What follows belongs to an exercise in optimizing a design on an open flow for small area, a short achievable clock period and few clock cycles per item; a production flow would make more cautious choices. Function not checked in this run: the RTL went through the layout flow alone. No activity file was given, so power comes from the tool's default toggle rates.

`design.v`:
```
module si4464_rf_encoder #(
    parameter [31:0] FREQ_MIN_HZ    = 32'd400000000,
    parameter [31:0] FREQ_MAX_HZ    = 32'd406000000,
    parameter [31:0] BAND_MID_HZ    = 32'd403000000,
    parameter [7:0]  INT_LOW        = 8'd61,
    parameter [7:0]  INT_HIGH       = 8'd62,
    parameter [31:0] REF_DIVISOR_HZ = 32'd6500000,
    parameter [31:0] XTAL_FREQ_HZ   = 32'd26000000
) (
    input  wire        clk,
    input  wire        rst,         
    input  wire        in_valid,
    output wire        in_ready,
    input  wire [63:0] in_word,     
    input  wire [31:0] in_rb,       
    output reg         out_valid,
    input  wire        out_ready,
    output wire [3:0]  out_status,  
    output wire [2:0]  out_len,     
    output wire [39:0] out_data     
);
    wire [7:0]  opc     = in_word[63:56];
    wire        is_freq = (opc == 8'h11);
    wire        is_dr   = (opc == 8'h12) && (in_word[55:16] == 40'd0);
    wire [31:0] freq_hz = in_word[31:0];
    wire        in_band = (freq_hz >= FREQ_MIN_HZ) && (freq_hz <= FREQ_MAX_HZ);
    wire [1:0]  kind_in = is_freq ? (in_band ? 2'd0 : 2'd2) : (is_dr ? 2'd1 : 2'd3);
    wire [1:0]  osr_sel  = in_rb[27:26];
    wire [25:0] nco_mode = in_rb[25:0];
    wire        q_nz = (nco_mode >= 26'd26000000);     
    wire        q2   = (nco_mode >= 26'd52000000);     
    reg  [1:0]  t_in;
    always @(*) begin
        case (osr_sel)
            2'd1:    t_in = q2 ? 2'd3 : 2'd2;
            2'd2:    t_in = q2 ? 2'd2 : 2'd1;
            default: t_in = q2 ? 2'd1 : 2'd0;
        endcase
    end
    wire [23:0] adj_in = opc[1] ? {21'd0, q_nz, t_in} : in_word[55:32];
    reg         s1_valid;
    reg  [1:0]  s1_kind;
    reg         s1_low;
    reg  [21:0] s1_x;
    reg         s1_f27;
    reg  [23:0] s1_adj;
    wire [21:0] x   = s1_x;
    wire [21:0] xn  = ~x;
    wire        f27 = s1_f27;
    wire        low = s1_low;
    wire [23:0] adj = s1_adj;
    wire [15:0] bps   = s1_x[15:0];
    wire [1:0]  t     = s1_adj[1:0];
    wire [18:0] bps_t = {3'd0, bps} << t;
    wire [20:0] dr_a  = {bps_t, 2'b00};
    wire [18:0] dr_b  = bps_t;
    wire        sel_d = (s1_kind == 2'd1) && s1_adj[2];
    wire        sel_f = (s1_kind != 2'd1);
    wire ha0_s, ha0_c;
    si4464_ha u_ha0 (.a(x[19]), .b(x[17]), .s(ha0_s), .co(ha0_c));
    wire ha1_s, ha1_c;
    si4464_ha u_ha1 (.a(x[20]), .b(x[18]), .s(ha1_s), .co(ha1_c));
    wire ha2_s, ha2_c;
    si4464_ha u_ha2 (.a(x[21]), .b(x[19]), .s(ha2_s), .co(ha2_c));
    wire ha3_s, ha3_c;
    si4464_ha u_ha3 (.a(x[20]), .b(x[16]), .s(ha3_s), .co(ha3_c));
    wire ha4_s, ha4_c;
    si4464_ha u_ha4 (.a(x[21]), .b(x[16]), .s(ha4_s), .co(ha4_c));
    wire ha5_s, ha5_c;
    si4464_ha u_ha5 (.a(x[17]), .b(x[11]), .s(ha5_s), .co(ha5_c));
    wire ha6_s, ha6_c;
    si4464_ha u_ha6 (.a(x[19]), .b(x[13]), .s(ha6_s), .co(ha6_c));
    wire fa0_s, fa0_c;
    si4464_fa u_fa0 (.a(x[16]), .b(x[13]), .c(x[10]), .s(fa0_s), .co(fa0_c));
    wire fa1_s, fa1_c;
    si4464_fa u_fa1 (.a(x[17]), .b(x[14]), .c(x[11]), .s(fa1_s), .co(fa1_c));
    wire ha7_s, ha7_c;
    si4464_ha u_ha7 (.a(x[9]), .b(x[5]), .s(ha7_s), .co(ha7_c));
    wire fa2_s, fa2_c;
    si4464_fa u_fa2 (.a(x[18]), .b(x[15]), .c(x[12]), .s(fa2_s), .co(fa2_c));
    wire fa3_s, fa3_c;
    si4464_fa u_fa3 (.a(x[10]), .b(x[6]), .c(x[1]), .s(fa3_s), .co(fa3_c));
    wire ha8_s, ha8_c;
    assign ha8_s = !!low;
    assign ha8_c = !low;
    wire fa4_s, fa4_c;
    si4464_fa u_fa4 (.a(x[19]), .b(x[16]), .c(x[13]), .s(fa4_s), .co(fa4_c));
    wire fa5_s, fa5_c;
    si4464_fa u_fa5 (.a(x[11]), .b(x[7]), .c(x[2]), .s(fa5_s), .co(fa5_c));
    wire fa6_s, fa6_c;
    si4464_fa u_fa6 (.a(x[20]), .b(x[17]), .c(x[14]), .s(fa6_s), .co(fa6_c));
    wire fa7_s, fa7_c;
    si4464_fa u_fa7 (.a(x[12]), .b(x[8]), .c(x[3]), .s(fa7_s), .co(fa7_c));
    wire fa8_s, fa8_c;
    si4464_fa u_fa8 (.a(x[21]), .b(x[18]), .c(x[15]), .s(fa8_s), .co(fa8_c));
    wire fa9_s, fa9_c;
    si4464_fa u_fa9 (.a(x[13]), .b(x[9]), .c(x[4]), .s(fa9_s), .co(fa9_c));
    wire fa10_s, fa10_c;
    si4464_fa u_fa10 (.a(x[19]), .b(x[16]), .c(x[14]), .s(fa10_s), .co(fa10_c));
    wire fa11_s, fa11_c;
    si4464_fa u_fa11 (.a(x[10]), .b(x[5]), .c(f27), .s(fa11_s), .co(fa11_c));
    wire fa12_s, fa12_c;
    si4464_fa u_fa12 (.a(x[20]), .b(x[17]), .c(x[15]), .s(fa12_s), .co(fa12_c));
    wire fa13_s, fa13_c;
    si4464_fa u_fa13 (.a(x[11]), .b(x[6]), .c(x[0]), .s(fa13_s), .co(fa13_c));
    wire ha9_s, ha9_c;
    assign ha9_s = !xn[9];
    assign ha9_c = xn[9];
    wire fa14_s, fa14_c;
    si4464_fa u_fa14 (.a(x[21]), .b(x[18]), .c(x[16]), .s(fa14_s), .co(fa14_c));
    wire fa15_s, fa15_c;
    si4464_fa u_fa15 (.a(x[12]), .b(x[7]), .c(x[1]), .s(fa15_s), .co(fa15_c));
    wire fa16_s, fa16_c;
    assign fa16_s = !(xn[10] ^ xn[3]);
    assign fa16_c = xn[10] | xn[3];
    wire fa17_s, fa17_c;
    si4464_fa u_fa17 (.a(x[13]), .b(x[8]), .c(x[2]), .s(fa17_s), .co(fa17_c));
    wire fa18_s, fa18_c;
    assign fa18_s = !(x[0] ^ f27);
    assign fa18_c = x[0] | f27;
    wire fa19_s, fa19_c;
    si4464_fa u_fa19 (.a(xn[11]), .b(xn[4]), .c(ha0_s), .s(fa19_s), .co(fa19_c));
    wire fa20_s, fa20_c;
    si4464_fa u_fa20 (.a(x[14]), .b(x[9]), .c(x[3]), .s(fa20_s), .co(fa20_c));
    wire fa21_s, fa21_c;
    assign fa21_s = !(x[1] ^ xn[12]);
    assign fa21_c = x[1] | xn[12];
    wire fa22_s, fa22_c;
    si4464_fa u_fa22 (.a(xn[5]), .b(ha1_s), .c(ha0_c), .s(fa22_s), .co(fa22_c));
    wire fa23_s, fa23_c;
    si4464_fa u_fa23 (.a(x[15]), .b(x[10]), .c(x[4]), .s(fa23_s), .co(fa23_c));
    wire fa24_s, fa24_c;
    si4464_fa u_fa24 (.a(x[2]), .b(x[0]), .c(xn[13]), .s(fa24_s), .co(fa24_c));
    wire fa25_s, fa25_c;
    si4464_fa u_fa25 (.a(xn[6]), .b(ha2_s), .c(ha1_c), .s(fa25_s), .co(fa25_c));
    wire fa26_s, fa26_c;
    si4464_fa u_fa26 (.a(x[11]), .b(x[5]), .c(x[3]), .s(fa26_s), .co(fa26_c));
    wire fa27_s, fa27_c;
    si4464_fa u_fa27 (.a(x[1]), .b(f27), .c(xn[14]), .s(fa27_s), .co(fa27_c));
    wire fa28_s, fa28_c;
    si4464_fa u_fa28 (.a(xn[7]), .b(ha3_s), .c(ha2_c), .s(fa28_s), .co(fa28_c));
    wire fa29_s, fa29_c;
    si4464_fa u_fa29 (.a(x[21]), .b(x[17]), .c(x[12]), .s(fa29_s), .co(fa29_c));
    wire fa30_s, fa30_c;
    si4464_fa u_fa30 (.a(x[6]), .b(x[4]), .c(x[2]), .s(fa30_s), .co(fa30_c));
    wire fa31_s, fa31_c;
    si4464_fa u_fa31 (.a(xn[15]), .b(xn[8]), .c(ha3_c), .s(fa31_s), .co(fa31_c));
    wire fa32_s, fa32_c;
    si4464_fa u_fa32 (.a(x[18]), .b(x[13]), .c(x[7]), .s(fa32_s), .co(fa32_c));
    wire fa33_s, fa33_c;
    si4464_fa u_fa33 (.a(x[5]), .b(x[3]), .c(x[0]), .s(fa33_s), .co(fa33_c));
    wire fa34_s, fa34_c;
    si4464_fa u_fa34 (.a(f27), .b(xn[16]), .c(xn[9]), .s(fa34_s), .co(fa34_c));
    wire fa35_s, fa35_c;
    si4464_fa u_fa35 (.a(x[19]), .b(x[14]), .c(x[8]), .s(fa35_s), .co(fa35_c));
    wire fa36_s, fa36_c;
    si4464_fa u_fa36 (.a(x[6]), .b(x[4]), .c(x[1]), .s(fa36_s), .co(fa36_c));
    wire fa37_s, fa37_c;
    assign fa37_s = !(xn[17] ^ xn[10]);
    assign fa37_c = xn[17] | xn[10];
    wire fa38_s, fa38_c;
    si4464_fa u_fa38 (.a(x[20]), .b(x[15]), .c(x[9]), .s(fa38_s), .co(fa38_c));
    wire fa39_s, fa39_c;
    si4464_fa u_fa39 (.a(x[7]), .b(x[5]), .c(x[2]), .s(fa39_s), .co(fa39_c));
    wire fa40_s, fa40_c;
    si4464_fa u_fa40 (.a(x[0]), .b(xn[18]), .c(xn[11]), .s(fa40_s), .co(fa40_c));
    wire fa41_s, fa41_c;
    si4464_fa u_fa41 (.a(x[10]), .b(x[8]), .c(x[6]), .s(fa41_s), .co(fa41_c));
    wire fa42_s, fa42_c;
    assign fa42_s = !(x[3] ^ x[1]);
    assign fa42_c = x[3] | x[1];
    wire fa43_s, fa43_c;
    si4464_fa u_fa43 (.a(xn[19]), .b(xn[12]), .c(ha4_s), .s(fa43_s), .co(fa43_c));
    wire fa44_s, fa44_c;
    si4464_fa u_fa44 (.a(x[9]), .b(x[7]), .c(x[4]), .s(fa44_s), .co(fa44_c));
    wire fa45_s, fa45_c;
    si4464_fa u_fa45 (.a(x[2]), .b(f27), .c(xn[20]), .s(fa45_s), .co(fa45_c));
    wire fa46_s, fa46_c;
    si4464_fa u_fa46 (.a(xn[13]), .b(ha5_s), .c(ha4_c), .s(fa46_s), .co(fa46_c));
    wire fa47_s, fa47_c;
    si4464_fa u_fa47 (.a(x[18]), .b(x[12]), .c(x[10]), .s(fa47_s), .co(fa47_c));
    wire fa48_s, fa48_c;
    si4464_fa u_fa48 (.a(x[8]), .b(x[5]), .c(x[3]), .s(fa48_s), .co(fa48_c));
    wire fa49_s, fa49_c;
    si4464_fa u_fa49 (.a(xn[21]), .b(xn[14]), .c(ha5_c), .s(fa49_s), .co(fa49_c));
    wire fa50_s, fa50_c;
    si4464_fa u_fa50 (.a(x[11]), .b(x[9]), .c(x[6]), .s(fa50_s), .co(fa50_c));
    wire fa51_s, fa51_c;
    si4464_fa u_fa51 (.a(x[4]), .b(!f27), .c(adj[0]), .s(fa51_s), .co(fa51_c));
    wire fa52_s, fa52_c;
    assign fa52_s = !(xn[15] ^ ha6_s);
    assign fa52_c = xn[15] | ha6_s;
    wire fa53_s, fa53_c;
    si4464_fa u_fa53 (.a(x[20]), .b(x[14]), .c(x[12]), .s(fa53_s), .co(fa53_c));
    wire fa54_s, fa54_c;
    si4464_fa u_fa54 (.a(x[10]), .b(x[7]), .c(x[5]), .s(fa54_s), .co(fa54_c));
    wire fa55_s, fa55_c;
    si4464_fa u_fa55 (.a(adj[1]), .b(xn[16]), .c(ha6_c), .s(fa55_s), .co(fa55_c));
    wire fa56_s, fa56_c;
    si4464_fa u_fa56 (.a(x[21]), .b(x[15]), .c(x[13]), .s(fa56_s), .co(fa56_c));
    wire fa57_s, fa57_c;
    si4464_fa u_fa57 (.a(x[11]), .b(x[8]), .c(x[6]), .s(fa57_s), .co(fa57_c));
    wire ha10_s, ha10_c;
    si4464_ha u_ha10 (.a(adj[2]), .b(xn[17]), .s(ha10_s), .co(ha10_c));
    wire fa58_s, fa58_c;
    si4464_fa u_fa58 (.a(x[16]), .b(x[14]), .c(x[12]), .s(fa58_s), .co(fa58_c));
    wire fa59_s, fa59_c;
    si4464_fa u_fa59 (.a(x[9]), .b(x[7]), .c(f27), .s(fa59_s), .co(fa59_c));
    wire ha11_s, ha11_c;
    si4464_ha u_ha11 (.a(adj[3]), .b(xn[18]), .s(ha11_s), .co(ha11_c));
    wire fa60_s, fa60_c;
    si4464_fa u_fa60 (.a(x[17]), .b(x[15]), .c(x[13]), .s(fa60_s), .co(fa60_c));
    wire fa61_s, fa61_c;
    si4464_fa u_fa61 (.a(x[10]), .b(x[8]), .c(adj[4]), .s(fa61_s), .co(fa61_c));
    wire ha12_s, ha12_c;
    assign ha12_s = !xn[19];
    assign ha12_c = xn[19];
    wire fa62_s, fa62_c;
    si4464_fa u_fa62 (.a(x[18]), .b(x[16]), .c(x[14]), .s(fa62_s), .co(fa62_c));
    wire fa63_s, fa63_c;
    si4464_fa u_fa63 (.a(x[11]), .b(x[9]), .c(adj[5]), .s(fa63_s), .co(fa63_c));
    wire ha13_s, ha13_c;
    assign ha13_s = !xn[20];
    assign ha13_c = xn[20];
    wire fa64_s, fa64_c;
    si4464_fa u_fa64 (.a(x[19]), .b(x[17]), .c(x[15]), .s(fa64_s), .co(fa64_c));
    wire fa65_s, fa65_c;
    si4464_fa u_fa65 (.a(x[12]), .b(x[10]), .c(adj[6]), .s(fa65_s), .co(fa65_c));
    wire fa66_s, fa66_c;
    si4464_fa u_fa66 (.a(x[20]), .b(x[18]), .c(x[16]), .s(fa66_s), .co(fa66_c));
    wire ha14_s, ha14_c;
    si4464_ha u_ha14 (.a(x[13]), .b(x[11]), .s(ha14_s), .co(ha14_c));
    wire fa67_s, fa67_c;
    si4464_fa u_fa67 (.a(x[21]), .b(x[19]), .c(x[17]), .s(fa67_s), .co(fa67_c));
    wire ha15_s, ha15_c;
    si4464_ha u_ha15 (.a(x[20]), .b(x[18]), .s(ha15_s), .co(ha15_c));
    wire fa68_s, fa68_c;
    si4464_fa u_fa68 (.a(x[8]), .b(x[4]), .c(!f27), .s(fa68_s), .co(fa68_c));
    wire fa69_s, fa69_c;
    assign fa69_s = !(x[0] ^ xn[3]);
    assign fa69_c = x[0] | xn[3];
    wire ha16_s, ha16_c;
    si4464_ha u_ha16 (.a(ha7_s), .b(fa0_c), .s(ha16_s), .co(ha16_c));
    wire fa70_s, fa70_c;
    si4464_fa u_fa70 (.a(ha8_s), .b(xn[4]), .c(ha7_c), .s(fa70_s), .co(fa70_c));
    wire fa71_s, fa71_c;
    si4464_fa u_fa71 (.a(fa1_c), .b(fa2_s), .c(fa3_s), .s(fa71_s), .co(fa71_c));
    wire fa72_s, fa72_c;
    si4464_fa u_fa72 (.a(ha8_c), .b(xn[5]), .c(fa2_c), .s(fa72_s), .co(fa72_c));
    wire fa73_s, fa73_c;
    si4464_fa u_fa73 (.a(fa3_c), .b(fa4_s), .c(fa5_s), .s(fa73_s), .co(fa73_c));
    wire fa74_s, fa74_c;
    assign fa74_s = !(xn[6] ^ fa4_c);
    assign fa74_c = xn[6] | fa4_c;
    wire fa75_s, fa75_c;
    si4464_fa u_fa75 (.a(fa5_c), .b(fa6_s), .c(fa7_s), .s(fa75_s), .co(fa75_c));
    wire fa76_s, fa76_c;
    si4464_fa u_fa76 (.a(xn[7]), .b(xn[0]), .c(fa6_c), .s(fa76_s), .co(fa76_c));
    wire fa77_s, fa77_c;
    si4464_fa u_fa77 (.a(fa7_c), .b(fa8_s), .c(fa9_s), .s(fa77_s), .co(fa77_c));
    wire fa78_s, fa78_c;
    si4464_fa u_fa78 (.a(xn[8]), .b(xn[1]), .c(fa8_c), .s(fa78_s), .co(fa78_c));
    wire fa79_s, fa79_c;
    si4464_fa u_fa79 (.a(fa9_c), .b(fa10_s), .c(fa11_s), .s(fa79_s), .co(fa79_c));
    wire fa80_s, fa80_c;
    si4464_fa u_fa80 (.a(xn[2]), .b(ha9_s), .c(fa10_c), .s(fa80_s), .co(fa80_c));
    wire fa81_s, fa81_c;
    si4464_fa u_fa81 (.a(fa11_c), .b(fa12_s), .c(fa13_s), .s(fa81_s), .co(fa81_c));
    wire fa82_s, fa82_c;
    si4464_fa u_fa82 (.a(ha9_c), .b(fa16_s), .c(fa12_c), .s(fa82_s), .co(fa82_c));
    wire fa83_s, fa83_c;
    si4464_fa u_fa83 (.a(fa13_c), .b(fa14_s), .c(fa15_s), .s(fa83_s), .co(fa83_c));
    wire fa84_s, fa84_c;
    si4464_fa u_fa84 (.a(fa18_s), .b(fa16_c), .c(fa14_c), .s(fa84_s), .co(fa84_c));
    wire fa85_s, fa85_c;
    si4464_fa u_fa85 (.a(fa15_c), .b(fa17_s), .c(fa19_s), .s(fa85_s), .co(fa85_c));
    wire fa86_s, fa86_c;
    si4464_fa u_fa86 (.a(fa18_c), .b(fa21_s), .c(fa17_c), .s(fa86_s), .co(fa86_c));
    wire fa87_s, fa87_c;
    si4464_fa u_fa87 (.a(fa20_s), .b(fa19_c), .c(fa22_s), .s(fa87_s), .co(fa87_c));
    wire fa88_s, fa88_c;
    si4464_fa u_fa88 (.a(fa21_c), .b(fa20_c), .c(fa23_s), .s(fa88_s), .co(fa88_c));
    wire fa89_s, fa89_c;
    si4464_fa u_fa89 (.a(fa24_s), .b(fa22_c), .c(fa25_s), .s(fa89_s), .co(fa89_c));
    wire fa90_s, fa90_c;
    si4464_fa u_fa90 (.a(fa23_c), .b(fa26_s), .c(fa24_c), .s(fa90_s), .co(fa90_c));
    wire fa91_s, fa91_c;
    si4464_fa u_fa91 (.a(fa27_s), .b(fa25_c), .c(fa28_s), .s(fa91_s), .co(fa91_c));
    wire fa92_s, fa92_c;
    si4464_fa u_fa92 (.a(fa26_c), .b(fa29_s), .c(fa30_s), .s(fa92_s), .co(fa92_c));
    wire fa93_s, fa93_c;
    si4464_fa u_fa93 (.a(fa27_c), .b(fa28_c), .c(fa31_s), .s(fa93_s), .co(fa93_c));
    wire fa94_s, fa94_c;
    si4464_fa u_fa94 (.a(fa29_c), .b(fa30_c), .c(fa32_s), .s(fa94_s), .co(fa94_c));
    wire fa95_s, fa95_c;
    si4464_fa u_fa95 (.a(fa33_s), .b(fa34_s), .c(fa31_c), .s(fa95_s), .co(fa95_c));
    wire fa96_s, fa96_c;
    si4464_fa u_fa96 (.a(fa37_s), .b(fa32_c), .c(fa33_c), .s(fa96_s), .co(fa96_c));
    wire fa97_s, fa97_c;
    si4464_fa u_fa97 (.a(fa35_s), .b(fa36_s), .c(fa34_c), .s(fa97_s), .co(fa97_c));
    wire fa98_s, fa98_c;
    si4464_fa u_fa98 (.a(fa37_c), .b(fa35_c), .c(fa36_c), .s(fa98_s), .co(fa98_c));
    wire fa99_s, fa99_c;
    si4464_fa u_fa99 (.a(fa38_s), .b(fa39_s), .c(fa40_s), .s(fa99_s), .co(fa99_c));
    wire fa100_s, fa100_c;
    si4464_fa u_fa100 (.a(fa42_s), .b(fa38_c), .c(fa39_c), .s(fa100_s), .co(fa100_c));
    wire fa101_s, fa101_c;
    si4464_fa u_fa101 (.a(fa41_s), .b(fa40_c), .c(fa43_s), .s(fa101_s), .co(fa101_c));
    wire fa102_s, fa102_c;
    si4464_fa u_fa102 (.a(fa42_c), .b(fa41_c), .c(fa44_s), .s(fa102_s), .co(fa102_c));
    wire fa103_s, fa103_c;
    si4464_fa u_fa103 (.a(fa45_s), .b(fa43_c), .c(fa46_s), .s(fa103_s), .co(fa103_c));
    wire fa104_s, fa104_c;
    si4464_fa u_fa104 (.a(fa44_c), .b(fa47_s), .c(fa48_s), .s(fa104_s), .co(fa104_c));
    wire fa105_s, fa105_c;
    si4464_fa u_fa105 (.a(fa45_c), .b(fa46_c), .c(fa49_s), .s(fa105_s), .co(fa105_c));
    wire fa106_s, fa106_c;
    si4464_fa u_fa106 (.a(fa47_c), .b(fa48_c), .c(fa50_s), .s(fa106_s), .co(fa106_c));
    wire fa107_s, fa107_c;
    si4464_fa u_fa107 (.a(fa51_s), .b(fa52_s), .c(fa49_c), .s(fa107_s), .co(fa107_c));
    wire fa108_s, fa108_c;
    si4464_fa u_fa108 (.a(fa50_c), .b(fa51_c), .c(fa53_s), .s(fa108_s), .co(fa108_c));
    wire fa109_s, fa109_c;
    si4464_fa u_fa109 (.a(fa54_s), .b(fa52_c), .c(fa55_s), .s(fa109_s), .co(fa109_c));
    wire fa110_s, fa110_c;
    si4464_fa u_fa110 (.a(ha10_s), .b(fa53_c), .c(fa54_c), .s(fa110_s), .co(fa110_c));
    wire fa111_s, fa111_c;
    si4464_fa u_fa111 (.a(fa56_s), .b(fa57_s), .c(fa55_c), .s(fa111_s), .co(fa111_c));
    wire fa112_s, fa112_c;
    si4464_fa u_fa112 (.a(ha11_s), .b(ha10_c), .c(fa56_c), .s(fa112_s), .co(fa112_c));
    wire fa113_s, fa113_c;
    si4464_fa u_fa113 (.a(fa57_c), .b(fa58_s), .c(fa59_s), .s(fa113_s), .co(fa113_c));
    wire fa114_s, fa114_c;
    si4464_fa u_fa114 (.a(ha12_s), .b(ha11_c), .c(fa58_c), .s(fa114_s), .co(fa114_c));
    wire fa115_s, fa115_c;
    si4464_fa u_fa115 (.a(fa59_c), .b(fa60_s), .c(fa61_s), .s(fa115_s), .co(fa115_c));
    wire fa116_s, fa116_c;
    si4464_fa u_fa116 (.a(ha12_c), .b(ha13_s), .c(fa60_c), .s(fa116_s), .co(fa116_c));
    wire fa117_s, fa117_c;
    si4464_fa u_fa117 (.a(fa61_c), .b(fa62_s), .c(fa63_s), .s(fa117_s), .co(fa117_c));
    wire fa118_s, fa118_c;
    si4464_fa u_fa118 (.a(xn[21]), .b(ha13_c), .c(fa62_c), .s(fa118_s), .co(fa118_c));
    wire fa119_s, fa119_c;
    si4464_fa u_fa119 (.a(fa63_c), .b(fa64_s), .c(fa65_s), .s(fa119_s), .co(fa119_c));
    wire fa120_s, fa120_c;
    si4464_fa u_fa120 (.a(!f27), .b(adj[7]), .c(ha14_s), .s(fa120_s), .co(fa120_c));
    wire fa121_s, fa121_c;
    si4464_fa u_fa121 (.a(fa64_c), .b(fa65_c), .c(fa66_s), .s(fa121_s), .co(fa121_c));
    wire fa122_s, fa122_c;
    si4464_fa u_fa122 (.a(x[14]), .b(x[12]), .c(adj[8]), .s(fa122_s), .co(fa122_c));
    wire fa123_s, fa123_c;
    si4464_fa u_fa123 (.a(ha14_c), .b(fa66_c), .c(fa67_s), .s(fa123_s), .co(fa123_c));
    wire fa124_s, fa124_c;
    si4464_fa u_fa124 (.a(x[15]), .b(x[13]), .c(f27), .s(fa124_s), .co(fa124_c));
    wire fa125_s, fa125_c;
    si4464_fa u_fa125 (.a(adj[9]), .b(ha15_s), .c(fa67_c), .s(fa125_s), .co(fa125_c));
    wire fa126_s, fa126_c;
    si4464_fa u_fa126 (.a(x[21]), .b(x[19]), .c(x[16]), .s(fa126_s), .co(fa126_c));
    wire fa127_s, fa127_c;
    si4464_fa u_fa127 (.a(x[14]), .b(adj[10]), .c(ha15_c), .s(fa127_s), .co(fa127_c));
    wire fa128_s, fa128_c;
    si4464_fa u_fa128 (.a(x[20]), .b(x[17]), .c(x[15]), .s(fa128_s), .co(fa128_c));
    wire fa129_s, fa129_c;
    assign fa129_s = !(f27 ^ adj[11]);
    assign fa129_c = f27 | adj[11];
    wire fa130_s, fa130_c;
    si4464_fa u_fa130 (.a(x[21]), .b(x[18]), .c(x[16]), .s(fa130_s), .co(fa130_c));
    wire fa131_s, fa131_c;
    si4464_fa u_fa131 (.a(x[19]), .b(x[17]), .c(f27), .s(fa131_s), .co(fa131_c));
    wire ha17_s, ha17_c;
    si4464_ha u_ha17 (.a(x[20]), .b(x[18]), .s(ha17_s), .co(ha17_c));
    wire ha18_s, ha18_c;
    assign ha18_s = !xn[2];
    assign ha18_c = xn[2];
    wire fa132_s, fa132_c;
    si4464_fa u_fa132 (.a(fa69_s), .b(fa68_c), .c(fa1_s), .s(fa132_s), .co(fa132_c));
    wire fa133_s, fa133_c;
    si4464_fa u_fa133 (.a(fa69_c), .b(ha16_c), .c(fa70_s), .s(fa133_s), .co(fa133_c));
    wire fa134_s, fa134_c;
    si4464_fa u_fa134 (.a(fa70_c), .b(fa72_s), .c(fa71_c), .s(fa134_s), .co(fa134_c));
    wire fa135_s, fa135_c;
    si4464_fa u_fa135 (.a(fa74_s), .b(fa72_c), .c(fa73_c), .s(fa135_s), .co(fa135_c));
    wire fa136_s, fa136_c;
    si4464_fa u_fa136 (.a(fa74_c), .b(fa76_s), .c(fa75_c), .s(fa136_s), .co(fa136_c));
    wire fa137_s, fa137_c;
    si4464_fa u_fa137 (.a(fa76_c), .b(fa78_s), .c(fa77_c), .s(fa137_s), .co(fa137_c));
    wire fa138_s, fa138_c;
    si4464_fa u_fa138 (.a(fa78_c), .b(fa80_s), .c(fa79_c), .s(fa138_s), .co(fa138_c));
    wire fa139_s, fa139_c;
    si4464_fa u_fa139 (.a(fa80_c), .b(fa82_s), .c(fa81_c), .s(fa139_s), .co(fa139_c));
    wire fa140_s, fa140_c;
    si4464_fa u_fa140 (.a(fa82_c), .b(fa84_s), .c(fa83_c), .s(fa140_s), .co(fa140_c));
    wire fa141_s, fa141_c;
    si4464_fa u_fa141 (.a(fa84_c), .b(fa86_s), .c(fa85_c), .s(fa141_s), .co(fa141_c));
    wire fa142_s, fa142_c;
    si4464_fa u_fa142 (.a(fa86_c), .b(fa88_s), .c(fa87_c), .s(fa142_s), .co(fa142_c));
    wire fa143_s, fa143_c;
    si4464_fa u_fa143 (.a(fa88_c), .b(fa90_s), .c(fa89_c), .s(fa143_s), .co(fa143_c));
    wire fa144_s, fa144_c;
    si4464_fa u_fa144 (.a(fa92_s), .b(fa90_c), .c(fa91_c), .s(fa144_s), .co(fa144_c));
    wire fa145_s, fa145_c;
    si4464_fa u_fa145 (.a(fa92_c), .b(fa94_s), .c(fa95_s), .s(fa145_s), .co(fa145_c));
    wire fa146_s, fa146_c;
    si4464_fa u_fa146 (.a(fa96_s), .b(fa94_c), .c(fa97_s), .s(fa146_s), .co(fa146_c));
    wire fa147_s, fa147_c;
    si4464_fa u_fa147 (.a(fa96_c), .b(fa98_s), .c(fa97_c), .s(fa147_s), .co(fa147_c));
    wire fa148_s, fa148_c;
    si4464_fa u_fa148 (.a(fa98_c), .b(fa100_s), .c(fa99_c), .s(fa148_s), .co(fa148_c));
    wire fa149_s, fa149_c;
    si4464_fa u_fa149 (.a(fa100_c), .b(fa102_s), .c(fa101_c), .s(fa149_s), .co(fa149_c));
    wire fa150_s, fa150_c;
    si4464_fa u_fa150 (.a(fa102_c), .b(fa104_s), .c(fa103_c), .s(fa150_s), .co(fa150_c));
    wire fa151_s, fa151_c;
    si4464_fa u_fa151 (.a(fa104_c), .b(fa106_s), .c(fa107_s), .s(fa151_s), .co(fa151_c));
    wire fa152_s, fa152_c;
    si4464_fa u_fa152 (.a(fa106_c), .b(fa108_s), .c(fa107_c), .s(fa152_s), .co(fa152_c));
    wire fa153_s, fa153_c;
    si4464_fa u_fa153 (.a(fa110_s), .b(fa108_c), .c(fa111_s), .s(fa153_s), .co(fa153_c));
    wire fa154_s, fa154_c;
    si4464_fa u_fa154 (.a(fa110_c), .b(fa112_s), .c(fa113_s), .s(fa154_s), .co(fa154_c));
    wire fa155_s, fa155_c;
    si4464_fa u_fa155 (.a(fa112_c), .b(fa114_s), .c(fa113_c), .s(fa155_s), .co(fa155_c));
    wire fa156_s, fa156_c;
    si4464_fa u_fa156 (.a(fa114_c), .b(fa116_s), .c(fa115_c), .s(fa156_s), .co(fa156_c));
    wire fa157_s, fa157_c;
    si4464_fa u_fa157 (.a(fa116_c), .b(fa118_s), .c(fa117_c), .s(fa157_s), .co(fa157_c));
    wire fa158_s, fa158_c;
    si4464_fa u_fa158 (.a(fa120_s), .b(fa118_c), .c(fa119_c), .s(fa158_s), .co(fa158_c));
    wire fa159_s, fa159_c;
    si4464_fa u_fa159 (.a(fa122_s), .b(fa120_c), .c(fa121_c), .s(fa159_s), .co(fa159_c));
    wire fa160_s, fa160_c;
    si4464_fa u_fa160 (.a(fa122_c), .b(fa124_s), .c(fa125_s), .s(fa160_s), .co(fa160_c));
    wire fa161_s, fa161_c;
    si4464_fa u_fa161 (.a(fa124_c), .b(fa126_s), .c(fa127_s), .s(fa161_s), .co(fa161_c));
    wire fa162_s, fa162_c;
    si4464_fa u_fa162 (.a(fa129_s), .b(fa126_c), .c(fa128_s), .s(fa162_s), .co(fa162_c));
    wire fa163_s, fa163_c;
    si4464_fa u_fa163 (.a(adj[12]), .b(fa129_c), .c(fa128_c), .s(fa163_s), .co(fa163_c));
    wire fa164_s, fa164_c;
    assign fa164_s = !(adj[13] ^ fa130_c);
    assign fa164_c = adj[13] | fa130_c;
    wire fa165_s, fa165_c;
    assign fa165_s = !(adj[14] ^ ha17_s);
    assign fa165_c = adj[14] | ha17_s;
    wire fa166_s, fa166_c;
    si4464_fa u_fa166 (.a(x[21]), .b(x[19]), .c(adj[15]), .s(fa166_s), .co(fa166_c));
    wire ha19_s, ha19_c;
    si4464_ha u_ha19 (.a(x[20]), .b(f27), .s(ha19_s), .co(ha19_c));
    wire ha20_s, ha20_c;
    si4464_ha u_ha20 (.a(x[21]), .b(adj[17]), .s(ha20_s), .co(ha20_c));
    wire ha21_s, ha21_c;
    si4464_ha u_ha21 (.a(ha18_s), .b(fa68_s), .s(ha21_s), .co(ha21_c));
    wire fa167_s, fa167_c;
    si4464_fa u_fa167 (.a(ha18_c), .b(ha16_s), .c(fa132_s), .s(fa167_s), .co(fa167_c));
    wire fa168_s, fa168_c;
    si4464_fa u_fa168 (.a(fa132_c), .b(fa71_s), .c(fa133_s), .s(fa168_s), .co(fa168_c));
    wire fa169_s, fa169_c;
    si4464_fa u_fa169 (.a(fa73_s), .b(fa133_c), .c(fa134_s), .s(fa169_s), .co(fa169_c));
    wire fa170_s, fa170_c;
    si4464_fa u_fa170 (.a(fa75_s), .b(fa134_c), .c(fa135_s), .s(fa170_s), .co(fa170_c));
    wire fa171_s, fa171_c;
    si4464_fa u_fa171 (.a(fa77_s), .b(fa135_c), .c(fa136_s), .s(fa171_s), .co(fa171_c));
    wire fa172_s, fa172_c;
    si4464_fa u_fa172 (.a(fa79_s), .b(fa136_c), .c(fa137_s), .s(fa172_s), .co(fa172_c));
    wire fa173_s, fa173_c;
    si4464_fa u_fa173 (.a(fa81_s), .b(fa137_c), .c(fa138_s), .s(fa173_s), .co(fa173_c));
    wire fa174_s, fa174_c;
    si4464_fa u_fa174 (.a(fa83_s), .b(fa138_c), .c(fa139_s), .s(fa174_s), .co(fa174_c));
    wire fa175_s, fa175_c;
    si4464_fa u_fa175 (.a(fa85_s), .b(fa139_c), .c(fa140_s), .s(fa175_s), .co(fa175_c));
    wire fa176_s, fa176_c;
    si4464_fa u_fa176 (.a(fa87_s), .b(fa140_c), .c(fa141_s), .s(fa176_s), .co(fa176_c));
    wire fa177_s, fa177_c;
    si4464_fa u_fa177 (.a(fa89_s), .b(fa141_c), .c(fa142_s), .s(fa177_s), .co(fa177_c));
    wire fa178_s, fa178_c;
    si4464_fa u_fa178 (.a(fa91_s), .b(fa142_c), .c(fa143_s), .s(fa178_s), .co(fa178_c));
    wire fa179_s, fa179_c;
    si4464_fa u_fa179 (.a(fa93_s), .b(fa143_c), .c(fa144_s), .s(fa179_s), .co(fa179_c));
    wire fa180_s, fa180_c;
    si4464_fa u_fa180 (.a(fa93_c), .b(fa144_c), .c(fa145_s), .s(fa180_s), .co(fa180_c));
    wire fa181_s, fa181_c;
    si4464_fa u_fa181 (.a(fa95_c), .b(fa146_s), .c(fa145_c), .s(fa181_s), .co(fa181_c));
    wire fa182_s, fa182_c;
    si4464_fa u_fa182 (.a(fa99_s), .b(fa147_s), .c(fa146_c), .s(fa182_s), .co(fa182_c));
    wire fa183_s, fa183_c;
    si4464_fa u_fa183 (.a(fa101_s), .b(fa147_c), .c(fa148_s), .s(fa183_s), .co(fa183_c));
    wire fa184_s, fa184_c;
    si4464_fa u_fa184 (.a(fa103_s), .b(fa148_c), .c(fa149_s), .s(fa184_s), .co(fa184_c));
    wire fa185_s, fa185_c;
    si4464_fa u_fa185 (.a(fa105_s), .b(fa149_c), .c(fa150_s), .s(fa185_s), .co(fa185_c));
    wire fa186_s, fa186_c;
    si4464_fa u_fa186 (.a(fa105_c), .b(fa150_c), .c(fa151_s), .s(fa186_s), .co(fa186_c));
    wire fa187_s, fa187_c;
    si4464_fa u_fa187 (.a(fa109_s), .b(fa152_s), .c(fa151_c), .s(fa187_s), .co(fa187_c));
    wire fa188_s, fa188_c;
    si4464_fa u_fa188 (.a(fa109_c), .b(fa152_c), .c(fa153_s), .s(fa188_s), .co(fa188_c));
    wire fa189_s, fa189_c;
    si4464_fa u_fa189 (.a(fa111_c), .b(fa154_s), .c(fa153_c), .s(fa189_s), .co(fa189_c));
    wire fa190_s, fa190_c;
    si4464_fa u_fa190 (.a(fa115_s), .b(fa155_s), .c(fa154_c), .s(fa190_s), .co(fa190_c));
    wire fa191_s, fa191_c;
    si4464_fa u_fa191 (.a(fa117_s), .b(fa155_c), .c(fa156_s), .s(fa191_s), .co(fa191_c));
    wire fa192_s, fa192_c;
    si4464_fa u_fa192 (.a(fa119_s), .b(fa156_c), .c(fa157_s), .s(fa192_s), .co(fa192_c));
    wire fa193_s, fa193_c;
    si4464_fa u_fa193 (.a(fa121_s), .b(fa157_c), .c(fa158_s), .s(fa193_s), .co(fa193_c));
    wire fa194_s, fa194_c;
    si4464_fa u_fa194 (.a(fa123_s), .b(fa158_c), .c(fa159_s), .s(fa194_s), .co(fa194_c));
    wire fa195_s, fa195_c;
    si4464_fa u_fa195 (.a(fa123_c), .b(fa159_c), .c(fa160_s), .s(fa195_s), .co(fa195_c));
    wire fa196_s, fa196_c;
    si4464_fa u_fa196 (.a(fa125_c), .b(fa161_s), .c(fa160_c), .s(fa196_s), .co(fa196_c));
    wire fa197_s, fa197_c;
    si4464_fa u_fa197 (.a(fa127_c), .b(fa162_s), .c(fa161_c), .s(fa197_s), .co(fa197_c));
    wire fa198_s, fa198_c;
    si4464_fa u_fa198 (.a(fa130_s), .b(fa163_s), .c(fa162_c), .s(fa198_s), .co(fa198_c));
    wire fa199_s, fa199_c;
    si4464_fa u_fa199 (.a(fa131_s), .b(fa164_s), .c(fa163_c), .s(fa199_s), .co(fa199_c));
    wire fa200_s, fa200_c;
    si4464_fa u_fa200 (.a(fa131_c), .b(fa165_s), .c(fa164_c), .s(fa200_s), .co(fa200_c));
    wire fa201_s, fa201_c;
    si4464_fa u_fa201 (.a(ha17_c), .b(fa166_s), .c(fa165_c), .s(fa201_s), .co(fa201_c));
    wire fa202_s, fa202_c;
    si4464_fa u_fa202 (.a(adj[16]), .b(ha19_s), .c(fa166_c), .s(fa202_s), .co(fa202_c));
    wire fa203_s, fa203_c;
    assign fa203_s = !(ha20_s ^ ha19_c);
    assign fa203_c = ha20_s | ha19_c;
    wire fa204_s, fa204_c;
    si4464_fa u_fa204 (.a(f27), .b(adj[18]), .c(ha20_c), .s(fa204_s), .co(fa204_c));
    wire fa205_s, fa205_c;
    assign fa205_s = !(low ^ adj[19]);
    assign fa205_c = low | adj[19];
    wire ha22_s, ha22_c;
    assign ha22_s = !adj[20];
    assign ha22_c = adj[20];
    wire ha23_s, ha23_c;
    assign ha23_s = !adj[21];
    assign ha23_c = adj[21];
    wire ha24_s, ha24_c;
    assign ha24_s = !adj[22];
    assign ha24_c = adj[22];
    wire g0 = ha21_s & fa0_s;
    wire p0 = ha21_s | fa0_s;
    wire g1 = fa167_s & ha21_c;
    wire p1 = fa167_s | ha21_c;
    wire g2 = fa168_s & fa167_c;
    wire p2 = fa168_s | fa167_c;
    wire g3 = fa169_s & fa168_c;
    wire p3 = fa169_s | fa168_c;
    wire g4 = fa170_s & fa169_c;
    wire p4 = fa170_s | fa169_c;
    wire g5 = fa171_s & fa170_c;
    wire p5 = fa171_s | fa170_c;
    wire g6 = fa172_s & fa171_c;
    wire p6 = fa172_s | fa171_c;
    wire g7 = fa173_s & fa172_c;
    wire p7 = fa173_s | fa172_c;
    wire g8 = fa174_s & fa173_c;
    wire p8 = fa174_s | fa173_c;
    wire g9 = fa175_s & fa174_c;
    wire p9 = fa175_s | fa174_c;
    wire g10 = fa176_s & fa175_c;
    wire p10 = fa176_s | fa175_c;
    wire g11 = fa177_s & fa176_c;
    wire p11 = fa177_s | fa176_c;
    wire g12 = fa178_s & fa177_c;
    wire p12 = fa178_s | fa177_c;
    wire g13 = fa179_s & fa178_c;
    wire p13 = fa179_s | fa178_c;
    wire g14 = fa180_s & fa179_c;
    wire p14 = fa180_s | fa179_c;
    wire g15 = fa181_s & fa180_c;
    wire p15 = fa181_s | fa180_c;
    wire g16 = fa182_s & fa181_c;
    wire p16 = fa182_s | fa181_c;
    wire g17 = fa183_s & fa182_c;
    wire p17 = fa183_s | fa182_c;
    wire g18 = fa184_s & fa183_c;
    wire p18 = fa184_s | fa183_c;
    wire g19 = fa185_s & fa184_c;
    wire p19 = fa185_s | fa184_c;
    wire a20 = (sel_f & fa186_s) | (sel_d & dr_a[0]);
    wire b20 = (sel_f & fa185_c) | (sel_d & dr_b[0]);
    wire a21 = (sel_f & fa187_s) | (sel_d & dr_a[1]);
    wire b21 = (sel_f & fa186_c) | (sel_d & dr_b[1]);
    wire a22 = (sel_f & fa188_s) | (sel_d & dr_a[2]);
    wire b22 = (sel_f & fa187_c) | (sel_d & dr_b[2]);
    wire a23 = (sel_f & fa189_s) | (sel_d & dr_a[3]);
    wire b23 = (sel_f & fa188_c) | (sel_d & dr_b[3]);
    wire a24 = (sel_f & fa190_s) | (sel_d & dr_a[4]);
    wire b24 = (sel_f & fa189_c) | (sel_d & dr_b[4]);
    wire a25 = (sel_f & fa191_s) | (sel_d & dr_a[5]);
    wire b25 = (sel_f & fa190_c) | (sel_d & dr_b[5]);
    wire a26 = (sel_f & fa192_s) | (sel_d & dr_a[6]);
    wire b26 = (sel_f & fa191_c) | (sel_d & dr_b[6]);
    wire a27 = (sel_f & fa193_s) | (sel_d & dr_a[7]);
    wire b27 = (sel_f & fa192_c) | (sel_d & dr_b[7]);
    wire a28 = (sel_f & fa194_s) | (sel_d & dr_a[8]);
    wire b28 = (sel_f & fa193_c) | (sel_d & dr_b[8]);
    wire a29 = (sel_f & fa195_s) | (sel_d & dr_a[9]);
    wire b29 = (sel_f & fa194_c) | (sel_d & dr_b[9]);
    wire a30 = (sel_f & fa196_s) | (sel_d & dr_a[10]);
    wire b30 = (sel_f & fa195_c) | (sel_d & dr_b[10]);
    wire a31 = (sel_f & fa197_s) | (sel_d & dr_a[11]);
    wire b31 = (sel_f & fa196_c) | (sel_d & dr_b[11]);
    wire a32 = (sel_f & fa198_s) | (sel_d & dr_a[12]);
    wire b32 = (sel_f & fa197_c) | (sel_d & dr_b[12]);
    wire a33 = (sel_f & fa199_s) | (sel_d & dr_a[13]);
    wire b33 = (sel_f & fa198_c) | (sel_d & dr_b[13]);
    wire a34 = (sel_f & fa200_s) | (sel_d & dr_a[14]);
    wire b34 = (sel_f & fa199_c) | (sel_d & dr_b[14]);
    wire a35 = (sel_f & fa201_s) | (sel_d & dr_a[15]);
    wire b35 = (sel_f & fa200_c) | (sel_d & dr_b[15]);
    wire a36 = (sel_f & fa202_s) | (sel_d & dr_a[16]);
    wire b36 = (sel_f & fa201_c) | (sel_d & dr_b[16]);
    wire a37 = (sel_f & fa203_s) | (sel_d & dr_a[17]);
    wire b37 = (sel_f & fa202_c) | (sel_d & dr_b[17]);
    wire a38 = (sel_f & fa204_s) | (sel_d & dr_a[18]);
    wire b38 = (sel_f & fa203_c) | (sel_d & dr_b[18]);
    wire a39 = (sel_f & fa205_s) | (sel_d & dr_a[19]);
    wire b39 = (sel_f & fa204_c) | (sel_d & 1'b0);
    wire a40 = (sel_f & ha22_s) | (sel_d & dr_a[20]);
    wire b40 = (sel_f & fa205_c) | (sel_d & 1'b0);
    wire a41 = (sel_f & ha23_s) | (sel_d & 1'b0);
    wire b41 = (sel_f & ha22_c) | (sel_d & 1'b0);
    wire a42 = ha24_s;
    wire b42 = ha23_c;
    wire a43 = !adj[23];
    wire b43 = ha24_c;
    wire a44 = 1'b1;
    wire b44 = 1'b0;
    wire m0_g = g1 | (p1 & g0);
    wire m1_g = g2 | (p2 & m0_g);
    wire m2_g = g4 | (p4 & g3);
    wire m2_p = p4 & p3;
    wire m3_g = m2_g | (m2_p & m1_g);
    wire m4_g = g6 | (p6 & g5);
    wire m4_p = p6 & p5;
    wire m5_g = g7 | (p7 & m4_g);
    wire m5_p = p7 & m4_p;
    wire m6_g = g9 | (p9 & g8);
    wire m6_p = p9 & p8;
    wire m7_g = m6_g | (m6_p & m5_g);
    wire m7_p = m6_p & m5_p;
    wire m8_g = m7_g | (m7_p & m3_g);
    wire m9_g = g11 | (p11 & g10);
    wire m9_p = p11 & p10;
    wire m10_g = g12 | (p12 & m9_g);
    wire m10_p = p12 & m9_p;
    wire m11_g = g14 | (p14 & g13);
    wire m11_p = p14 & p13;
    wire m12_g = m11_g | (m11_p & m10_g);
    wire m12_p = m11_p & m10_p;
    wire m13_g = g16 | (p16 & g15);
    wire m13_p = p16 & p15;
    wire m14_g = g17 | (p17 & m13_g);
    wire m14_p = p17 & m13_p;
    wire m15_g = g19 | (p19 & g18);
    wire m15_p = p19 & p18;
    wire m16_g = m15_g | (m15_p & m14_g);
    wire m16_p = m15_p & m14_p;
    wire m17_g = m16_g | (m16_p & m12_g);
    wire m17_p = m16_p & m12_p;
    wire m18_g = m17_g | (m17_p & m8_g);
    wire c20 = sel_f & m18_g;
    wire s20, c21;
    si4464_fa u_r20 (.a(a20), .b(b20), .c(c20), .s(s20), .co(c21));
    wire s21, c22;
    si4464_fa u_r21 (.a(a21), .b(b21), .c(c21), .s(s21), .co(c22));
    wire s22, c23;
    si4464_fa u_r22 (.a(a22), .b(b22), .c(c22), .s(s22), .co(c23));
    wire s23, c24;
    si4464_fa u_r23 (.a(a23), .b(b23), .c(c23), .s(s23), .co(c24));
    wire s24, c25;
    si4464_fa u_r24 (.a(a24), .b(b24), .c(c24), .s(s24), .co(c25));
    wire s25, c26;
    si4464_fa u_r25 (.a(a25), .b(b25), .c(c25), .s(s25), .co(c26));
    wire s26, c27;
    si4464_fa u_r26 (.a(a26), .b(b26), .c(c26), .s(s26), .co(c27));
    wire s27, c28;
    si4464_fa u_r27 (.a(a27), .b(b27), .c(c27), .s(s27), .co(c28));
    wire s28, c29;
    si4464_fa u_r28 (.a(a28), .b(b28), .c(c28), .s(s28), .co(c29));
    wire s29, c30;
    si4464_fa u_r29 (.a(a29), .b(b29), .c(c29), .s(s29), .co(c30));
    wire s30, c31;
    si4464_fa u_r30 (.a(a30), .b(b30), .c(c30), .s(s30), .co(c31));
    wire s31, c32;
    si4464_fa u_r31 (.a(a31), .b(b31), .c(c31), .s(s31), .co(c32));
    wire s32, c33;
    si4464_fa u_r32 (.a(a32), .b(b32), .c(c32), .s(s32), .co(c33));
    wire s33, c34;
    si4464_fa u_r33 (.a(a33), .b(b33), .c(c33), .s(s33), .co(c34));
    wire s34, c35;
    si4464_fa u_r34 (.a(a34), .b(b34), .c(c34), .s(s34), .co(c35));
    wire s35, c36;
    si4464_fa u_r35 (.a(a35), .b(b35), .c(c35), .s(s35), .co(c36));
    wire s36, c37;
    si4464_fa u_r36 (.a(a36), .b(b36), .c(c36), .s(s36), .co(c37));
    wire s37, c38;
    si4464_fa u_r37 (.a(a37), .b(b37), .c(c37), .s(s37), .co(c38));
    wire s38, c39;
    si4464_fa u_r38 (.a(a38), .b(b38), .c(c38), .s(s38), .co(c39));
    wire s39, c40;
    si4464_fa u_r39 (.a(a39), .b(b39), .c(c39), .s(s39), .co(c40));
    wire s40, c41;
    si4464_fa u_r40 (.a(a40), .b(b40), .c(c40), .s(s40), .co(c41));
    wire s41, c42;
    si4464_fa u_r41 (.a(a41), .b(b41), .c(c41), .s(s41), .co(c42));
    wire s42, c43;
    si4464_fa u_r42 (.a(a42), .b(b42), .c(c42), .s(s42), .co(c43));
    wire s43, c44;
    si4464_fa u_r43 (.a(a43), .b(b43), .c(c43), .s(s43), .co(c44));
    wire s44 = a44 ^ b44 ^ c44;
    wire [24:0] sum = {s44, s43, s42, s41, s40, s39, s38, s37, s36, s35, s34, s33, s32, s31, s30, s29, s28, s27, s26, s25, s24, s23, s22, s21, s20};
    wire        r_fbad_f = (s1_kind == 2'd0) && sum[24];
    wire [28:0] res = {(s1_kind == 2'd0) && !sum[24], s1_kind == 2'd1,
                       (s1_kind == 2'd2) || r_fbad_f, s1_kind == 2'd3,
                       !low, sum[23:0]};
    reg [28:0] h, k;
    reg        k_valid, in_rdy;
    assign in_ready = in_rdy;
    wire take   = out_valid && out_ready;
    wire accept = in_valid && in_rdy;
    wire full   = out_valid && k_valid;
    wire move   = s1_valid && !full;        
    wire s1_en  = !(s1_valid && full);      
    wire h_en   = !out_valid || take;
    wire s1_valid_nx = s1_en ? accept : 1'b1;
    wire out_valid_nx = h_en ? (k_valid || move) : 1'b1;
    wire k_valid_nx = k_valid ? !take : (move && out_valid && !take);
    always @(posedge clk) begin
        if (rst) begin
            s1_valid  <= 1'b0;
            out_valid <= 1'b0;
            k_valid   <= 1'b0;
            in_rdy    <= 1'b1;
        end else begin
            s1_valid  <= s1_valid_nx;
            out_valid <= out_valid_nx;
            k_valid   <= k_valid_nx;
            in_rdy    <= !(s1_valid_nx && out_valid_nx && k_valid_nx);
        end
    end
    always @(posedge clk) begin
        if (s1_en) begin
            s1_kind <= kind_in;
            s1_low  <= (freq_hz < BAND_MID_HZ);
            s1_x    <= freq_hz[21:0];
            s1_f27  <= freq_hz[27];
            s1_adj  <= adj_in;
        end
    end
    always @(posedge clk) begin
        if (!k_valid) k <= res;
        if (h_en)     h <= k_valid ? k : res;
    end
    wire        r_fok  = h[28];
    wire        r_dok  = h[27];
    wire        r_fbad = h[26];
    wire        r_ill  = h[25];
    wire        r_nhi  = h[24];
    wire [23:0] v      = h[23:0];
    wire [23:0] dr     = {1'b0, v[21:0], 1'b0};
    assign out_status = {r_ill, r_ill, r_fbad, r_fbad || r_ill};
    assign out_len    = {r_fok, r_dok, r_fok || r_dok};
    assign out_data[39:32] = r_fok ? {7'b0011110, r_nhi} :
                             r_dok ? dr[23:16] : 8'd0;
    assign out_data[31:24] = r_dok ? dr[15:8] : 8'd0;
    assign out_data[23:16] = r_fok ? v[23:16] :
                             r_dok ? dr[7:0] : 8'd0;
    assign out_data[15:0]  = r_fok ? v[15:0] : 16'd0;
endmodule
module si4464_fa (input wire a, input wire b, input wire c,
                  output wire s, output wire co);
    assign s  = a ^ b ^ c;
    assign co = (a & b) | (a & c) | (b & c);
endmodule
module si4464_ha (input wire a, input wire b, output wire s, output wire co);
    assign s  = a ^ b;
    assign co = a & b;
endmodule
```
`flow/run.sh`:
```
#!/bin/bash
# The standard layout (the standard.sh, all ORFS steps from synthesis to
# finish) with one change: the buffers that ORFS puts on every input and
# output port are the smallest buffer cell instead of clkdlybuf4s50_1.
set -euo pipefail
export BUFFER_PORTS_ARGS="-buffer_cell sky130_fd_sc_hd__buf_1"
bash standard.sh > standard.log 2>&1
```
`standard.sh`:
```
#!/bin/bash
# synth_recipe.tcl (not shown) runs the flow's synth.tcl, then flattens the netlist and writes it again
# the make line also repeats each setting of config.mk as NAME=value (left out here)
make -C /OpenROAD-flow-scripts/flow DESIGN_CONFIG=/design/flow/config.mk WORK_HOME=/design/flow/orfs CLKGATE_MAP_FILE= SYNTH_SCRIPT=/design/flow/synth_recipe.tcl "${@:-finish}"
```
`config.mk`:
```
export PLATFORM = sky130hd
export DESIGN_NAME = si4464_rf_encoder
export DESIGN_NICKNAME = si4464_rf_encoder
export VERILOG_FILES = /design/flow/design.v
export SDC_FILE = /design/flow/constraint.sdc
export NUM_CORES = 4
export LEC_CHECK = 0
export CAP_MARGIN = 20
export CORE_MARGIN = 2
export CORE_UTILIZATION = 40
export PLACE_DENSITY = 0.6
export SLEW_MARGIN = 20
export SYNTH_HIERARCHICAL = 1
```
`constraint.sdc`:
```
create_clock -name core_clock -period 70.0 [get_ports {clk}]
set_input_delay 14.0000 -clock core_clock [delete_from_list [all_inputs] [get_ports {clk}]]
set_output_delay 14.0000 -clock core_clock [all_outputs]
set_load 0.01 [all_outputs]
```
==> results_dict.tcl <==
set metrics [dict create \
    syn_inst 792 \
    area_delta_synth_final_pct 11.1 \
    finalMaxSlewViolations 0 \
    drc_errors 0 \
    grt_pass1_wl_mm 39.1 \
    port_buffers 136 \
    maxCapViolations 0 \
    cp-end-kind "output port" \
    cts_resized 0 \
    placed_cells 1239 \
    synth.distinct_cells 56 \
    cts_setup_buffers 0 \
    fin_area_sq_um 11500 \
    synth-seq-cells 112 \
    clkSinkCount 112 \
    finalCritPeriodShare_pct 22.6 \
    netlist_area_sq_um 10400 \
    slew_headroom_pct 29.1 \
    grt_max_degree 53 \
    fin_crit_ns 15.84 \
    hold_class "register to register" \
    diodes 0 \
    overflow 0 \
    vias 6555 \
    cp.required_ns 56.00 \
    rsz0062_at_grt "no" \
    die_width_um 165 \
    num-nets-final 1269 \
    worst_pin_slew_ns 1.06 \
    rows 58 \
    place_ws_ns 54.39 \
    top_level_ports 149 \
    postSynth.asyncResetShare_pct 0 \
    grt_pass1_vias 7103 \
    clk_pin_slew_ns 0.08 \
    critPathLaunchType "register" \
    highest_layer "met4" \
    critPathKind "register to output port" \
    wl_per_cell_um 19.6 \
    cp.arrival_ns 1.84 \
    yosysWarningCount 7 \
    final_hold_viol_count 0 \
    syn_avg_cell_area_sq_um 13.1 \
    whs_ns 0.466 \
    gp_routability_congestion 0.882 \
    dr_wl_met2_mm 12.3 \
    seq_area_frac_synth_pct 29.2 \
    worstPathMaxFanout 39 \
    fp.dieH_um 165 \
    drive_gt1_share_pct 6.05 \
    setup_viol 0 \
    start_util_pct 41.0 \
    finalClockSkew_ns 0.0108 \
    status "timing/DRC/antenna clean" \
    drtIter0Drc 405 \
    cts-buffers-inserted 9 \
    cts_root_buf "clkbuf_16" \
    clock_path_buffers 2 \
    core-area_sq_um 25300 \
    layout_commonest_cell "fa_1" \
    post_dp_cell_area_sq_um 11200 \
    clock_latency_ns 0.36 \
    ctsHoldBuffers 0 \
    power_leakage_uw 0.00451 \
    synth_edf_count 79 \
    final_cells 1255 \
    vias_per_cell 5.22 \
    fp.dieArea_sq_um 27300 \
    p_per_area_nw_per_um2 33.9 \
    routedLengthMet1_mm 10.3 \
    r2r_setup_slack_ns 55.47 \
    cts_tree "yes" \
    ir_drop_uv 18.0 \
    htreeDepth 3 \
    track_usage_pct 19.5 \
    fmax_ghz 0.0631 \
    wl_mm 24.6 \
    dp_hpwl_mm 19.2 \
    antenna_found_initial 0 \
    final_cell_mix "fa_1, buf_1, edfxtp_1, inv_1, nand2_1" \
    drtPass1Iterations 5 \
    worst_slack_ns 54.16 \
    setup-tns-final_ns 0 \
    route.met3.wl_mm 1.43 \
    syn-num-nets 1141 \
    postRouteAntennaNets 0 \
    synthFlopType "edfxtp_1" \
]
==> report_power, final <==
part | internal, uW | switching (uW)
sequential | 100 | 11.0
clock | 28.4 | 24.8
combinational | 114 | 113
total | 242 | 149
==> cells by family (layout without fill, tap and decap cells) <==
logic type                 after synthesis  after routing  synth area share (%)
muxes                                   40             40                  4.16
adders and majority gates              250            250                  45.8
AOI/OAI and AO/OA                      129            129                  8.26
DFF                                    112            112                  29.2
and+or+nand+nor                        170            170                  8.87
other                                    1              1                0.0361
buffers and inverters                   90            223                  3.70
==> per-stage QoR <==
step | util, % | total power [uW]
2_1_floorplan | - | 276
3_3_place_gp | 44.3 | 339
3_5_place_dp | 44.3 | 344
4_1_cts | 45.6 | 399
5_1_grt | 45.6 | 433
6_report | 45.6 | 391
==> Yosys stat by module (local to each module, per instance) <==
module | cell area [sq um] | cells | flip-flops and latches | copies in the design
si4464_fa | 20.0 | 1 | 0 | 217
si4464_ha | 12.5 | 1 | 0 | 17
si4464_rf_encoder | 5830 | 558 | 112 | 1
==> area by class of cell <==
| cell class | instances | area (sq um) |
|---|---|---|
| Clock buffer | 10 | 229 |
| Clock inverter | 6 | 78.8 |
| Fill cell | 2289 | 13800 |
| Inverter | 62 | 233 |
| Multi-Input combinational cell | 590 | 6970 |
| Sequential cell | 112 | 3030 |
| Tap cell | 330 | 413 |
| Timing Repair Buffer | 145 | 578 |
==> cells in the mapped netlist, types with 8 or more instances <==
master | number | area (sq um)
edfxtp_1 | 79 | 2370
mux2_2 | 25 | 282
a21oi_1 | 13 | 65.1
dfxtp_1 | 33 | 661
clkbuf_1 | 15 | 56.3
nor3_1 | 8 | 40.0
o22ai_1 | 23 | 144
ha_1 | 32 | 400
fa_1 | 217 | 4340
nand2_1 | 45 | 169
o21ai_0 | 26 | 130
a21o_1 | 35 | 263
nor2_1 | 19 | 71.3
and2_1 | 31 | 194
mux2i_1 | 15 | 150
nor4_1 | 8 | 50.1
nor2b_1 | 24 | 150
inv_1 | 62 | 233
==> routing by layer <==
metal | vias up | GRT usage, %
met4 | 0 | 5.73
met1 | 3355 | 25.6
li1 | 2959 | -
met2 | 208 | 32.9
met5 | - | 0
met3 | 33 | 3.87
==> registers in the layout, indices dropped and copies added (netlist names) <==
| signal | count |
|---|---|
| s1_kind | 2 |
| h | 29 |
| s1_low | 1 |
| k | 29 |
| s1_f27 | 1 |
| k_valid | 1 |
| out_valid | 1 |
| s1_x | 22 |
| in_rdy | 1 |
| s1_valid | 1 |
| s1_adj | 24 |
==> path summary, 6_finish.rpt <==
| path | to | from | cells past startpoint |
|---|---|---|---|
| hold reg to reg | k[25] | k[25] | 2 |
| setup reg to reg | h[23] | s1_x[19] | 36 |
| setup / recovery | out_data[32] | h[28] | 3 |
| hold / removal | k[25] | k[25] | 2 |
==> worst max-delay path: stages, from the launching register on <==
cell and delay [ns]:
edfxtp_1 0.95, nor2b_1 0.16, a22o_1 0.23, buf_1 0.14

separate check: timing with driven ports:
No port has a modelled driver above. Below, the same layout with a new extraction and two added sets of constraints.
Step 1 assumes that a clkbuf_16 drives the clock port and a buf_2 every other input.
Step 2 times the ports against the registers' clock, not the clock port: input delays grow and output delays shrink by t, the midpoint of the rising clock arrivals with the driver on.
a / b / c = ideal ports / drivers / drivers and shift; a / b = the first two.
t, ns: 0.401
setup slack, ns: 54.162 / 54.116 / 54.309
hold slack, ns: 0.466 / 0.466 / 0.466
worst setup path at the end: input to register
After both steps setup and hold are still met in this run. The setup slack of this run moves by -0.046 ns with the drivers and by +0.147 ns with both steps.
